This is an optimization exercise on Yosys and OpenROAD, whose aim is small area, a short achievable clock period and few clock cycles per item, not a production implementation. Only simulation tests tie the RTL to the original design; equivalence was not proved. Power and IR drop assume default switching activity.

`run.sh`:
```
#!/bin/bash
# synth_recipe.tcl (not shown) runs the flow's synth.tcl, then flattens the netlist and writes it again
# the make line also repeats each setting of config.mk as NAME=value (left out here)
make -C /OpenROAD-flow-scripts/flow DESIGN_CONFIG=/design/flow/config.mk WORK_HOME=/design/flow/orfs CLKGATE_MAP_FILE= SYNTH_SCRIPT=/design/flow/synth_recipe.tcl finish
```
`config.mk`:
```
export PLATFORM = sky130hd
export DESIGN_NAME = bidc_decoder
export DESIGN_NICKNAME = bidc_decoder
export VERILOG_FILES = /design/flow/design.v
export SDC_FILE = /design/flow/constraint.sdc
export NUM_CORES = 4
export LEC_CHECK = 0
export CAP_MARGIN = 20
export CORE_MARGIN = 2
export CORE_UTILIZATION = 30
export SLEW_MARGIN = 20
```
`constraint.sdc`:
```
create_clock -name core_clock -period 15.0 [get_ports {clk}]
set_input_delay 3.0000 -clock core_clock [delete_from_list [all_inputs] [get_ports {clk}]]
set_output_delay 3.0000 -clock core_clock [all_outputs]
set_load 0.01 [all_outputs]
```
`design.v`:
```
module bidc_baudot_rom (
    input  wire [5:0] code,
    output reg  [7:0] ascii,
    output reg        valid
);
    always @(*) begin
        valid = 1'b1;
        case (code)
            6'h01: ascii = "5";
            6'h03: ascii = "9";
            6'h0A: ascii = "4";
            6'h0C: ascii = "8";
            6'h0D: ascii = "0";
            6'h10: ascii = "3";
            6'h15: ascii = "6";
            6'h17: ascii = "/";
            6'h18: ascii = "-";
            6'h19: ascii = "2";
            6'h1C: ascii = "7";
            6'h1D: ascii = "1";
            6'h21: ascii = "T";
            6'h23: ascii = "O";
            6'h24: ascii = " ";
            6'h25: ascii = "H";
            6'h26: ascii = "N";
            6'h27: ascii = "M";
            6'h29: ascii = "L";
            6'h2A: ascii = "R";
            6'h2B: ascii = "G";
            6'h2C: ascii = "I";
            6'h2D: ascii = "P";
            6'h2E: ascii = "C";
            6'h2F: ascii = "V";
            6'h30: ascii = "E";
            6'h31: ascii = "Z";
            6'h32: ascii = "D";
            6'h33: ascii = "B";
            6'h34: ascii = "S";
            6'h35: ascii = "Y";
            6'h36: ascii = "F";
            6'h37: ascii = "X";
            6'h38: ascii = "A";
            6'h39: ascii = "W";
            6'h3A: ascii = "J";
            6'h3C: ascii = "U";
            6'h3D: ascii = "Q";
            6'h3E: ascii = "K";
            default: begin
                ascii = 8'h00;
                valid = 1'b0;
            end
        endcase
    end
endmodule
module bidc_trim7 (
    input  wire [55:0] s,
    output reg  [55:0] t,
    output reg  [2:0]  len
);
    integer k;
    reg [2:0] first, last;
    reg       any;
    reg [7:0] ch;
    reg [55:0] shifted;
    always @(*) begin
        any   = 1'b0;
        first = 3'd0;
        last  = 3'd0;
        for (k = 6; k >= 0; k = k - 1) begin
            ch = s[55 - 8*k -: 8];
            if (ch != 8'h20) begin
                first = k[2:0];
                any   = 1'b1;
            end
        end
        for (k = 0; k <= 6; k = k + 1) begin
            ch = s[55 - 8*k -: 8];
            if (ch != 8'h20) last = k[2:0];
        end
        shifted = s << (8 * first);
        t   = 56'd0;
        len = 3'd0;
        if (any) begin
            len = last - first + 3'd1;
            for (k = 0; k <= 6; k = k + 1) begin
                if (k < len)
                    t[55 - 8*k -: 8] = shifted[55 - 8*k -: 8];
            end
        end
    end
endmodule
module bidc_mmsi (
    input  wire [9:0]  cc,
    input  wire [19:0] suffix,
    output wire [29:0] mmsi
);
    assign mmsi = cc * 30'd1000000 + suffix;
endmodule
module bidc_dec_avu (
    input  wire [0:59]  fb,
    output reg          err,
    output reg  [11:0]  einfo,
    output wire [55:0]  text,
    output wire [2:0]   text_len,
    output wire [1:0]   elt,
    output wire [1:0]   aux
);
    wire [55:0] raw;
    wire [6:0]  ok;
    genvar g;
    generate
        for (g = 0; g < 7; g = g + 1) begin : ch
            bidc_baudot_rom rom (.code(fb[14 + 6*g +: 6]), .ascii(raw[55 - 8*g -: 8]), .valid(ok[g]));
        end
    endgenerate
    integer k;
    always @(*) begin
        err   = 1'b0;
        einfo = 12'd0;
        for (k = 6; k >= 0; k = k - 1) begin
            if (!ok[k]) begin
                err   = 1'b1;
                einfo = {6'd0, fb[14 + 6*k +: 6]};
            end
        end
    end
    bidc_trim7 trim (.s(raw), .t(text), .len(text_len));
    assign elt = fb[56:57];
    assign aux = fb[58:59];
endmodule
module bidc_dec_mau (
    input  wire [0:59]  fb,
    input  wire [9:0]   cc,
    output reg          err,
    output reg  [11:0]  einfo,
    output wire [29:0]  mmsi,
    output wire [55:0]  text,
    output wire [2:0]   text_len,
    output wire [7:0]   sbn,
    output wire [1:0]   aux
);
    wire [47:0] raw;
    wire [5:0]  ok;
    wire        sbn_ok;
    genvar g;
    generate
        for (g = 0; g < 6; g = g + 1) begin : ch
            bidc_baudot_rom rom (.code(fb[14 + 6*g +: 6]), .ascii(raw[47 - 8*g -: 8]), .valid(ok[g]));
        end
    endgenerate
    bidc_baudot_rom sbn_rom (.code(fb[50:55]), .ascii(sbn), .valid(sbn_ok));
    integer k;
    always @(*) begin
        err   = 1'b0;
        einfo = 12'd0;
        if (!sbn_ok) begin
            err   = 1'b1;
            einfo = {6'd0, fb[50:55]};
        end
        for (k = 5; k >= 0; k = k - 1) begin
            if (!ok[k]) begin
                err   = 1'b1;
                einfo = {6'd0, fb[14 + 6*k +: 6]};
            end
        end
    end
    reg        all_digits;
    reg [19:0] value;
    reg [7:0]  c;
    always @(*) begin
        all_digits = 1'b1;
        value      = 20'd0;
        for (k = 0; k < 6; k = k + 1) begin
            c = raw[47 - 8*k -: 8];
            if (c < "0" || c > "9") all_digits = 1'b0;
            value = value * 20'd10 + {16'd0, c[3:0]};
        end
    end
    wire [29:0] combined;
    bidc_mmsi comb (.cc(cc), .suffix(value), .mmsi(combined));
    wire [55:0] cs_text;
    wire [2:0]  cs_len;
    bidc_trim7 trim (.s({raw, 8'h20}), .t(cs_text), .len(cs_len));
    assign mmsi     = all_digits ? combined : 30'd0;
    assign text     = all_digits ? 56'd0 : cs_text;
    assign text_len = all_digits ? 3'd0 : cs_len;
    assign aux      = fb[58:59];
endmodule
module bidc_dec_seru (
    input  wire [0:59]  fb,
    output reg          err,
    output reg  [2:0]   err_status,
    output reg  [11:0]  einfo,
    output wire [2:0]   btype,
    output wire         has_cert,
    output reg  [1:0]   layout,
    output reg  [19:0]  serial,
    output reg  [23:0]  addr,
    output reg  [55:0]  text,
    output reg  [2:0]   text_len,
    output reg  [5:0]   aec,
    output reg  [19:0]  nat_use,
    output reg  [9:0]   cert,
    output wire [1:0]   aux
);
    localparam PLAIN = 2'd0, AIRCRAFT = 2'd1, OPERATOR = 2'd2;
    localparam E_UNHANDLED = 3'd3, E_BAUDOT = 3'd4;
    assign btype    = fb[14:16];
    assign has_cert = fb[17];
    assign aux      = fb[58:59];
    wire [23:0] des;
    wire [2:0]  ok;
    genvar g;
    generate
        for (g = 0; g < 3; g = g + 1) begin : ch
            bidc_baudot_rom rom (.code(fb[18 + 6*g +: 6]), .ascii(des[23 - 8*g -: 8]), .valid(ok[g]));
        end
    endgenerate
    always @(*) begin
        err        = 1'b0;
        err_status = 3'd0;
        einfo      = 12'd0;
        layout     = PLAIN;
        serial     = 20'd0;
        addr       = 24'd0;
        text       = 56'd0;
        text_len   = 3'd0;
        aec        = 6'd0;
        nat_use    = 20'd0;
        cert       = 10'd0;
        case (btype)
            3'd5, 3'd7: begin
                err        = 1'b1;
                err_status = E_UNHANDLED;
                einfo      = {9'h020, btype};
            end
            3'd3: begin
                layout = AIRCRAFT;
                addr   = fb[18:41];
                aec    = fb[42:47];
                if (has_cert) cert = fb[48:57];
                else          nat_use = {10'd0, fb[48:57]};
            end
            3'd1: begin
                layout   = OPERATOR;
                text     = {des, 32'd0};
                text_len = 3'd3;
                serial   = {8'd0, fb[36:47]};
                if (has_cert) cert = fb[48:57];
                else          nat_use = {10'd0, fb[48:57]};
                if (!ok[2]) begin err = 1'b1; einfo = {6'd0, fb[30:35]}; end
                if (!ok[1]) begin err = 1'b1; einfo = {6'd0, fb[24:29]}; end
                if (!ok[0]) begin err = 1'b1; einfo = {6'd0, fb[18:23]}; end
                if (err) err_status = E_BAUDOT;
            end
            default: begin
                layout = PLAIN;
                serial = fb[18:37];
                if (has_cert) begin
                    nat_use = {10'd0, fb[38:47]};
                    cert    = fb[48:57];
                end else begin
                    nat_use = fb[38:57];
                end
            end
        endcase
    end
endmodule
module bidc_dec_rcsu (
    input  wire [0:59]  fb,
    output reg          err,
    output reg  [11:0]  einfo,
    output wire [55:0]  text,
    output wire [2:0]   text_len,
    output wire [7:0]   sbn,
    output wire [1:0]   aux
);
    wire [31:0] raw;
    wire [3:0]  ok;
    wire        sbn_ok;
    genvar g;
    generate
        for (g = 0; g < 4; g = g + 1) begin : ch
            bidc_baudot_rom rom (.code(fb[14 + 6*g +: 6]), .ascii(raw[31 - 8*g -: 8]), .valid(ok[g]));
        end
    endgenerate
    bidc_baudot_rom sbn_rom (.code(fb[50:55]), .ascii(sbn), .valid(sbn_ok));
    wire [3:0] d0 = fb[38:41];
    wire [3:0] d1 = fb[42:45];
    wire [3:0] d2 = fb[46:49];
    wire [7:0] c0 = (d0 == 4'hA) ? 8'h20 : {4'h3, d0};
    wire [7:0] c1 = (d1 == 4'hA) ? 8'h20 : {4'h3, d1};
    wire [7:0] c2 = (d2 == 4'hA) ? 8'h20 : {4'h3, d2};
    integer k;
    always @(*) begin
        err   = 1'b0;
        einfo = 12'd0;
        if (!sbn_ok) begin
            err = 1'b1; einfo = {6'd0, fb[50:55]};
        end
        if (d2 > 4'hA) begin
            err = 1'b1; einfo = {8'h20, d2};
        end
        if (d1 > 4'hA) begin
            err = 1'b1; einfo = {8'h20, d1};
        end
        if (d0 > 4'hA) begin
            err = 1'b1; einfo = {8'h20, d0};
        end
        for (k = 3; k >= 0; k = k - 1) begin
            if (!ok[k]) begin
                err   = 1'b1;
                einfo = {6'd0, fb[14 + 6*k +: 6]};
            end
        end
    end
    bidc_trim7 trim (.s({raw, c0, c1, c2}), .t(text), .len(text_len));
    assign aux = fb[58:59];
endmodule
module bidc_dec_sstd (
    input  wire [0:59]  fb,
    input  wire [3:0]   code,
    output reg          err,
    output reg  [11:0]  einfo,
    output reg  [9:0]   cert,
    output reg  [55:0]  text,
    output reg  [2:0]   text_len,
    output reg  [19:0]  serial
);
    wire [23:0] des;
    wire [2:0]  ok;
    genvar g;
    generate
        for (g = 0; g < 3; g = g + 1) begin : ch
            bidc_baudot_rom rom (.code({1'b1, fb[15 + 5*g +: 5]}), .ascii(des[23 - 8*g -: 8]), .valid(ok[g]));
        end
    endgenerate
    always @(*) begin
        err      = 1'b0;
        einfo    = 12'd0;
        cert     = 10'd0;
        text     = 56'd0;
        text_len = 3'd0;
        serial   = 20'd0;
        if (code == 4'd5) begin
            text     = {des, 32'd0};
            text_len = 3'd3;
            serial   = {11'd0, fb[30:38]};
            if (!ok[2]) begin err = 1'b1; einfo = {7'd1, fb[25:29]}; end
            if (!ok[1]) begin err = 1'b1; einfo = {7'd1, fb[20:24]}; end
            if (!ok[0]) begin err = 1'b1; einfo = {7'd1, fb[15:19]}; end
        end else begin
            cert   = fb[15:24];
            serial = {6'd0, fb[25:38]};
        end
    end
endmodule
module bidc_dec_rls (
    input  wire [0:59]  fb,
    input  wire [9:0]   cc,
    output reg          err,
    output reg  [11:0]  einfo,
    output wire [1:0]   btype,
    output wire         has_mmsi,
    output wire [29:0]  mmsi,
    output reg  [11:0]  tac,
    output reg  [11:0]  nrls,
    output wire [19:0]  serial
);
    assign btype    = fb[15:16];
    assign has_mmsi = (fb[17:20] == 4'hF);
    wire [29:0] combined;
    bidc_mmsi comb (.cc(cc), .suffix(fb[21:40]), .mmsi(combined));
    assign mmsi = has_mmsi ? combined : 30'd0;
    wire [9:0] v = fb[17:26];
    assign serial = has_mmsi ? 20'd0 : {6'd0, fb[27:40]};
    reg [11:0] base;
    always @(*) begin
        err   = 1'b0;
        einfo = 12'd0;
        tac   = 12'd0;
        nrls  = 12'd0;
        case (btype)
            2'd0: base = 12'd1000;
            2'd1: base = 12'd2000;
            2'd2: base = 12'd3000;
            default: base = 12'd0;
        endcase
        if (!has_mmsi) begin
            if (btype == 2'd3) begin
                err   = 1'b1;
                einfo = 12'h203;
            end else if (v < 10'd920) begin
                tac  = base + {2'd0, v};
            end else begin
                nrls = base + {2'd0, v};
            end
        end
    end
endmodule
module bidc_decoder (
    input  wire         clk,
    input  wire         rst,
    input  wire         in_valid,
    output wire         in_ready,
    input  wire [7:0]   in_len,
    input  wire [119:0] in_hex,
    output reg          out_valid,
    input  wire         out_ready,
    output reg  [2:0]   out_status,
    output reg  [11:0]  out_einfo,
    output reg  [9:0]   out_cc,
    output reg  [3:0]   out_tag,
    output reg  [29:0]  out_mmsi,
    output reg  [55:0]  out_text,
    output reg  [2:0]   out_text_len,
    output reg  [7:0]   out_sbn_char,
    output reg  [44:0]  out_data,
    output reg  [19:0]  out_serial,
    output reg  [23:0]  out_addr,
    output reg  [9:0]   out_cert,
    output reg  [3:0]   out_btype,
    output reg  [5:0]   out_num,
    output reg  [1:0]   out_aux,
    output reg          out_has_cert,
    output reg          out_has_mmsi,
    output reg  [1:0]   out_layout,
    output reg  [11:0]  out_tac,
    output reg  [11:0]  out_nrls
);
    localparam ST_OK        = 3'd0;
    localparam ST_LENGTH    = 3'd1;
    localparam ST_HEX       = 3'd2;
    localparam ST_UNHANDLED = 3'd3;
    localparam ST_BAUDOT    = 3'd4;
    localparam T_ORBIT = 4'd0,  T_AVU  = 4'd1,  T_MAU  = 4'd2,  T_SERU = 4'd3;
    localparam T_NATU  = 4'd4,  T_RCSU = 4'd5,  T_TESTU = 4'd6, T_MSTD = 4'd7;
    localparam T_ASTD  = 4'd8,  T_SSTD = 4'd9,  T_SSEC = 4'd10, T_NLOC = 4'd11;
    localparam T_RLS   = 4'd12;
    reg  [0:59] fb;
    reg  [14:0] is_hex;
    reg  [7:0]  ch;
    reg  [3:0]  nib;
    integer k;
    always @(*) begin
        fb = 60'd0;
        for (k = 0; k < 15; k = k + 1) begin
            ch = in_hex[119 - 8*k -: 8];
            is_hex[k] = 1'b1;
            if (ch >= "0" && ch <= "9")      nib = ch[3:0];
            else if (ch >= "A" && ch <= "F") nib = ch[3:0] + 4'd9;
            else if (ch >= "a" && ch <= "f") nib = ch[3:0] + 4'd9;
            else begin
                nib = 4'd0;
                is_hex[k] = 1'b0;
            end
            fb[4*k +: 4] = nib;
        end
    end
    reg        hex_err;
    reg [11:0] hex_info;
    always @(*) begin
        hex_err  = 1'b0;
        hex_info = 12'd0;
        for (k = 14; k >= 0; k = k - 1) begin
            if (!is_hex[k]) begin
                hex_err  = 1'b1;
                hex_info = {k[3:0], in_hex[119 - 8*k -: 8]};
            end
        end
    end
    wire       flag      = fb[0];
    wire [9:0] cc        = fb[1:10];
    wire [2:0] user_code = fb[11:13];
    wire [3:0] loc_code  = fb[11:14];
    wire        avu_err;  wire [11:0] avu_info;
    wire [55:0] avu_text; wire [2:0]  avu_len;  wire [1:0] avu_elt, avu_aux;
    bidc_dec_avu u_avu (.fb(fb), .err(avu_err), .einfo(avu_info), .text(avu_text),
                        .text_len(avu_len), .elt(avu_elt), .aux(avu_aux));
    wire        mau_err;  wire [11:0] mau_info; wire [29:0] mau_mmsi;
    wire [55:0] mau_text; wire [2:0]  mau_len;  wire [7:0]  mau_sbn; wire [1:0] mau_aux;
    bidc_dec_mau u_mau (.fb(fb), .cc(cc), .err(mau_err), .einfo(mau_info), .mmsi(mau_mmsi),
                        .text(mau_text), .text_len(mau_len), .sbn(mau_sbn), .aux(mau_aux));
    wire        seru_err; wire [2:0]  seru_status; wire [11:0] seru_info;
    wire [2:0]  seru_btype; wire seru_hc; wire [1:0] seru_layout;
    wire [19:0] seru_serial; wire [23:0] seru_addr; wire [55:0] seru_text; wire [2:0] seru_len;
    wire [5:0]  seru_aec; wire [19:0] seru_nu; wire [9:0] seru_cert; wire [1:0] seru_aux;
    bidc_dec_seru u_seru (.fb(fb), .err(seru_err), .err_status(seru_status), .einfo(seru_info),
                          .btype(seru_btype), .has_cert(seru_hc), .layout(seru_layout),
                          .serial(seru_serial), .addr(seru_addr), .text(seru_text),
                          .text_len(seru_len), .aec(seru_aec), .nat_use(seru_nu),
                          .cert(seru_cert), .aux(seru_aux));
    wire        rcsu_err;  wire [11:0] rcsu_info;
    wire [55:0] rcsu_text; wire [2:0]  rcsu_len; wire [7:0] rcsu_sbn; wire [1:0] rcsu_aux;
    bidc_dec_rcsu u_rcsu (.fb(fb), .err(rcsu_err), .einfo(rcsu_info), .text(rcsu_text),
                          .text_len(rcsu_len), .sbn(rcsu_sbn), .aux(rcsu_aux));
    wire        sstd_err; wire [11:0] sstd_info; wire [9:0] sstd_cert;
    wire [55:0] sstd_text; wire [2:0] sstd_len; wire [19:0] sstd_serial;
    bidc_dec_sstd u_sstd (.fb(fb), .code(loc_code), .err(sstd_err), .einfo(sstd_info),
                          .cert(sstd_cert), .text(sstd_text), .text_len(sstd_len),
                          .serial(sstd_serial));
    wire [29:0] mstd_mmsi, ssec_mmsi;
    bidc_mmsi u_mstd_mmsi (.cc(cc), .suffix(fb[15:34]), .mmsi(mstd_mmsi));
    bidc_mmsi u_ssec_mmsi (.cc(cc), .suffix(fb[15:34]), .mmsi(ssec_mmsi));
    wire        rls_err; wire [11:0] rls_info; wire [1:0] rls_btype; wire rls_has_mmsi;
    wire [29:0] rls_mmsi; wire [11:0] rls_tac, rls_nrls; wire [19:0] rls_serial;
    bidc_dec_rls u_rls (.fb(fb), .cc(cc), .err(rls_err), .einfo(rls_info), .btype(rls_btype),
                        .has_mmsi(rls_has_mmsi), .mmsi(rls_mmsi), .tac(rls_tac),
                        .nrls(rls_nrls), .serial(rls_serial));
    reg [2:0]  r_status;
    reg [11:0] r_einfo;
    reg [3:0]  r_tag;
    reg [29:0] r_mmsi;
    reg [55:0] r_text;
    reg [2:0]  r_text_len;
    reg [7:0]  r_sbn_char;
    reg [44:0] r_data;
    reg [19:0] r_serial;
    reg [23:0] r_addr;
    reg [9:0]  r_cert;
    reg [3:0]  r_btype;
    reg [5:0]  r_num;
    reg [1:0]  r_aux;
    reg        r_has_cert;
    reg        r_has_mmsi;
    reg [1:0]  r_layout;
    reg [11:0] r_tac;
    reg [11:0] r_nrls;
    always @(*) begin
        r_status   = ST_OK;
        r_einfo    = 12'd0;
        r_tag      = 4'd0;
        r_mmsi     = 30'd0;
        r_text     = 56'd0;
        r_text_len = 3'd0;
        r_sbn_char = 8'd0;
        r_data     = 45'd0;
        r_serial   = 20'd0;
        r_addr     = 24'd0;
        r_cert     = 10'd0;
        r_btype    = 4'd0;
        r_num      = 6'd0;
        r_aux      = 2'd0;
        r_has_cert = 1'b0;
        r_has_mmsi = 1'b0;
        r_layout   = 2'd0;
        r_tac      = 12'd0;
        r_nrls     = 12'd0;
        if (flag) begin
            case (user_code)
                3'd0: begin
                    r_tag  = T_ORBIT;
                    r_data = fb[14:58];
                end
                3'd1: begin
                    r_tag      = T_AVU;
                    r_text     = avu_text;
                    r_text_len = avu_len;
                    r_num      = {4'd0, avu_elt};
                    r_aux      = avu_aux;
                    if (avu_err) begin r_status = ST_BAUDOT; r_einfo = avu_info; end
                end
                3'd2: begin
                    r_tag      = T_MAU;
                    r_mmsi     = mau_mmsi;
                    r_text     = mau_text;
                    r_text_len = mau_len;
                    r_sbn_char = mau_sbn;
                    r_aux      = mau_aux;
                    if (mau_err) begin r_status = ST_BAUDOT; r_einfo = mau_info; end
                end
                3'd3: begin
                    r_tag      = T_SERU;
                    r_btype    = {1'b0, seru_btype};
                    r_has_cert = seru_hc;
                    r_layout   = seru_layout;
                    r_serial   = seru_serial;
                    r_addr     = seru_addr;
                    r_text     = seru_text;
                    r_text_len = seru_len;
                    r_num      = seru_aec;
                    r_data     = {25'd0, seru_nu};
                    r_cert     = seru_cert;
                    r_aux      = seru_aux;
                    if (seru_err) begin r_status = seru_status; r_einfo = seru_info; end
                end
                3'd4: begin
                    r_tag  = T_NATU;
                    r_data = fb[14:58];
                end
                3'd6: begin
                    r_tag      = T_RCSU;
                    r_text     = rcsu_text;
                    r_text_len = rcsu_len;
                    r_sbn_char = rcsu_sbn;
                    r_aux      = rcsu_aux;
                    if (rcsu_err) begin r_status = ST_BAUDOT; r_einfo = rcsu_info; end
                end
                3'd7: begin
                    r_tag  = T_TESTU;
                    r_data = fb[14:58];
                end
                default: begin
                    r_status = ST_UNHANDLED;
                    r_einfo  = {8'h01, 1'b0, user_code};
                end
            endcase
        end else begin
            case (loc_code)
                4'd2: begin
                    r_tag  = T_MSTD;
                    r_mmsi = mstd_mmsi;
                    r_num  = {2'd0, fb[35:38]};
                end
                4'd3: begin
                    r_tag  = T_ASTD;
                    r_addr = fb[15:38];
                end
                4'd4, 4'd5, 4'd6, 4'd7: begin
                    r_tag      = T_SSTD;
                    r_btype    = loc_code;
                    r_cert     = sstd_cert;
                    r_text     = sstd_text;
                    r_text_len = sstd_len;
                    r_serial   = sstd_serial;
                    if (sstd_err) begin r_status = ST_BAUDOT; r_einfo = sstd_info; end
                end
                4'd8, 4'd10, 4'd11: begin
                    r_tag    = T_NLOC;
                    r_btype  = loc_code;
                    r_serial = {2'd0, fb[15:32]};
                end
                4'd12: begin
                    r_tag  = T_SSEC;
                    r_mmsi = ssec_mmsi;
                end
                4'd13: begin
                    r_tag      = T_RLS;
                    r_btype    = {2'd0, rls_btype};
                    r_has_mmsi = rls_has_mmsi;
                    r_mmsi     = rls_mmsi;
                    r_tac      = rls_tac;
                    r_nrls     = rls_nrls;
                    r_serial   = rls_serial;
                    if (rls_err) begin r_status = ST_UNHANDLED; r_einfo = rls_info; end
                end
                default: begin
                    r_status = ST_UNHANDLED;
                    r_einfo  = {8'h00, loc_code};
                end
            endcase
        end
        if (in_len != 8'd15) begin
            r_status = ST_LENGTH;
            r_einfo  = {4'd0, in_len};
        end else if (hex_err) begin
            r_status = ST_HEX;
            r_einfo  = hex_info;
        end
    end
    wire ok     = (r_status == ST_OK);
    wire accept = in_valid && in_ready;
    assign in_ready = !out_valid || out_ready;
    always @(posedge clk) begin
        if (rst) begin
            out_valid <= 1'b0;
        end else if (accept) begin
            out_valid <= 1'b1;
        end else if (out_ready) begin
            out_valid <= 1'b0;
        end
    end
    always @(posedge clk) begin
        if (accept) begin
            out_status   <= r_status;
            out_einfo    <= r_einfo;
            out_cc       <= ok ? cc           : 10'd0;
            out_tag      <= ok ? r_tag        : 4'd0;
            out_mmsi     <= ok ? r_mmsi       : 30'd0;
            out_text     <= ok ? r_text       : 56'd0;
            out_text_len <= ok ? r_text_len   : 3'd0;
            out_sbn_char <= ok ? r_sbn_char   : 8'd0;
            out_data     <= ok ? r_data       : 45'd0;
            out_serial   <= ok ? r_serial     : 20'd0;
            out_addr     <= ok ? r_addr       : 24'd0;
            out_cert     <= ok ? r_cert       : 10'd0;
            out_btype    <= ok ? r_btype      : 4'd0;
            out_num      <= ok ? r_num        : 6'd0;
            out_aux      <= ok ? r_aux        : 2'd0;
            out_has_cert <= ok ? r_has_cert   : 1'b0;
            out_has_mmsi <= ok ? r_has_mmsi   : 1'b0;
            out_layout   <= ok ? r_layout     : 2'd0;
            out_tac      <= ok ? r_tac        : 12'd0;
            out_nrls     <= ok ? r_nrls       : 12'd0;
        end
    end
endmodule
```
==> results.txt <==
[synth_stat cells, types with 49 or more instances]
cell type | instances | area [µm²]
nor2_1 | 477 | 1790
o211ai_1 | 78 | 586
o22ai_1 | 110 | 688
mux2i_1 | 51 | 510
o21ai_0 | 328 | 1640
nand3_1 | 168 | 841
xor2_1 | 68 | 596
xnor2_1 | 118 | 1030
a211oi_1 | 73 | 548
a21oi_1 | 358 | 1790
and3_1 | 49 | 307
inv_1 | 246 | 923
nor3_1 | 115 | 576
ha_1 | 402 | 5030
a31oi_1 | 60 | 375
a22oi_1 | 60 | 450
a21o_1 | 55 | 413
clkbuf_1 | 198 | 743
nand2_1 | 406 | 1520
edfxtp_1 | 257 | 7720
[critical path, delay by kind of cell]
family                     cells  cell delay, ns
AOI/OAI and AO/OA             19            3.70
adders and majority gates     12            3.79
xor gates and xnor gates       8            1.32
and+or+nand+nor               10            1.71
buffers and inverters          7            1.39
[power groups by stage]
stage | logic (W) | registers, W | clock network, W
finish | 0.00337 | 0.000841 | 0.000748
global route | 0.00370 | 0.000844 | 0.000791
detailed placement | 0.00311 | 0.000856 | 0
global placement | 0.00308 | 0.000856 | 0
floorplan | 0.00165 | 0.000882 | 0
CTS | 0.00318 | 0.000842 | 0.000768
[final cells by class]
class,count,area share [%]
Sequential cell,258,15.9
Clock buffer,39,1.66
Multi-Input combinational cell,3883,57.7
Inverter,261,2.02
Clock inverter,16,0.319
Timing Repair Buffer,1034,18.2
Antenna cell,5,0.0257
Tap cell,1612,4.15
[routing by layer]
layer  routed length, µm  GRT usage (%)  part of all wire [%]
met5                  26              0                 0.013
met1               84700           41.0                    43
met4               10600           13.4                   5.3
met3               16800           4.93                   8.5
met2               86300           47.3                    43
[cells by family after synthesis]
group,count (synthesis)
AOI/OAI and AO/OA,1640
and+or+nand+nor,1545
buffers and inverters,520
adders and majority gates,441
DFF,258
xor gates and xnor gates,186
muxes,62
other,1
[how the worst max path moves through the flow]
stage / depth (start not counted) / endpoint / from / slack (ns)
5_1_grt: 59 / out_mmsi[25] / in_hex[95] / -0.1
3_5_place_dp: 55 / out_mmsi[25] / in_hex[81] / -1.16
3_3_place_gp: 55 / out_mmsi[25] / in_hex[81] / -0.99
2_1_floorplan: 59 / out_mmsi[25] / in_hex[80] / 0.004
4_1_cts: 60 / out_mmsi[25] / in_hex[80] / 0.003
6_report: 56 / out_mmsi[25] / in_hex[95] / 0.49
[flip-flops by register name, summed over array words and instances, names as in the netlist]
signal and count:
out_aux 2, out_num 6, out_status 3, out_layout 2
out_sbn_char 7, out_tac 12, out_btype 4, out_nrls 12
out_mmsi 30, out_cc 10, out_tag 4, out_cert 10
out_addr 24, out_text_len 3, out_einfo 12, out_has_mmsi 1
out_valid 1, out_has_cert 1, out_text 49, out_serial 20
out_data 45
[metrics by stage]
step,hold slack [ns],instance area [µm²],instances,power [W],setup TNS (ns)
5_1_grt,0.570,48600,7105,0.00533,-0.205
3_5_place_dp,0.521,46200,7007,0.00397,-10.93
2_1_floorplan,0.593,36700,4661,0.00253,0
4_1_cts,0.536,47600,7073,0.00479,0
3_3_place_gp,0.515,46200,7007,0.00394,-9.07
6_report,0.532,48700,7108,0.00496,0
[timing repair]
action                                  CTS  global route
pin swaps                                26            86
endpoints found under the setup margin   10            13
resized for setup                        53           153
cloned                                    0             1
setup buffers                            11            28
==> out/metrics.cfg <==
[pwr]
power.density_nw_per_um2 = 102
max-vdd-ir-drop_uv = 233
intPower_w = 0.00301
switching_share_pct = 39.4
clockPowerShare_pct = 15.1
p_leak_nw = 19.8
switchingPower_w = 0.00195
seqPwrFrac_pct = 17.0
comb_power_share_pct = 68.0

[routing]
dr_total_vias = 42800
wire_per_inst_um = 27.9
first_iter_violations = 5168
first_pass_iters = 9
viasPerCell = 6.02
wl_um = 198000
route.antenna.remaining_nets = 0
drc = 0

[timing]
tightest_slew_ns = 1.23
hold_viol = 0
clock-skew-final_ns = 0.0397
period_share_pct = 96.7
worst_slack_ns = 0.490
max_slew_margin_pct = 17.6
final-max-slew-violation-count = 0
min_period_ns = 14.51
finalSetupViolations = 0
max_freq_ghz = 0.0689

[worst_setup_path]
start_kind = primary input
crit_top_cell = ha_1
crit_fanout = 8
critPathMaxStageDelay_ns = 0.61
path_class = in -> reg
worstReg2RegEnd = out_aux[1]
crit_slowest_cell = fa_2
end_kind = register
cp.arrival_ns = 14.93
r2r_start = out_valid
r2r.worst_path.cells = 4
crit_required_ns = 15.42
r2r_slack_ns = 11.74

[clock_tree]
cts_tree = done
clk_pin_slew_worst_paths_ns = 0.06
insertion_delay_ns = 0.67
cts_hold_buf = 0
numCtsBuffers = 31
cts_root_buffer = clkbuf_16
cts_max_path_buffers = 3
cts_sinks = 258
cts.htree.levels = 1

[synthesis]
yosysWarnings = 9
synth_cells = 4653
synthMuxAreaShare_pct = 1.74
synth-compound-area-share_pct = 30.4
syn_area_per_cell_um2 = 7.82
synth-async-reset-ratio_pct = 0
ys_seq_area_share_pct = 21.3
synth_xor_area_share_pct = 4.48
synth_cell_types = 115
synth_top_family_by_area = compound AO/OA/AOI/OAI gates
yosys.area_share.simple_pct = 20.5
synth_area_um2 = 36400
ys_ff_latch = 258
synth_adder_area_share_pct = 16.0
synth-edff-count = 257
synth_flop_cell = edfxtp_1

[worst_hold_path]
holdPathEnd = out_valid
min_from = out_valid
holdPathStages = 2
hp-class = reg -> reg

[floorplan]
initial_core_util_pct = 30.3
rows = 127
die_w_um = 352
die-area_um2 = 124000
core_um2 = 120000
die_h_um = 352
pin_count = 399

[finish]
regArea_um2 = 7740
drive_above_1_share_pct = 18.0
final_core_util_pct = 40.5
area_delta_synth_final_pct = 33.8
nFillCells = 12300
final_cell_mix = 627 x buf_4, 464 x nor2_1, 406 x nand2_1, 381 x clkdlybuf4s50_1, 368 x ha_1
multi_input_area_um2 = 28100
nNetsFinal = 6042
final_common_cell = buf_4

[global_route]
grt_pass1_wl_um = 283000
grt_pass1_vias = 40500
antenna_found_initial = 12
grt_max_degree = 79
grt-ovfl-total = 0
grt_use_total_pct = 30.3

[place]
gp_congestion = 1.02
dpl.hpwl_um = 158000
numPortBuffers = 390
dp_worst_setup_slack_ns = -1.16

[run_status]
outcome = no timing/DRC/antenna violations

[run]
maxCapViolations = 0

Testbench counts, summed over its fixed seeds: cycles 16,008, items 16,000.

## static timing again, ports no longer ideal
Ports are ideal in the flow. The routed layout listed here was re-timed in OpenROAD. Step 1 assumes that a clkbuf_16 drives the clock port and a buf_2 every other input. Step 2 times the ports against the registers' clock, not the clock port: input delays grow and output delays shrink by t, the midpoint of the rising clock arrivals with the driver on. a / b / c = ideal / step 1 / step 2; a / b = the first two.
shift t [ns]: 0.728
setup slack, ns: 0.490 / 0.548 / -0.180
worst setup path at the end: input to register
clock arrival spread, ns: 0.044 / 0.043
worst data-port slew with drivers (ns): 0.10
Met with ideal ports but missed after step 2: setup timing in this run. For this run, drivers alone change the setup slack by +0.058 ns; drivers and shift together by -0.670 ns.
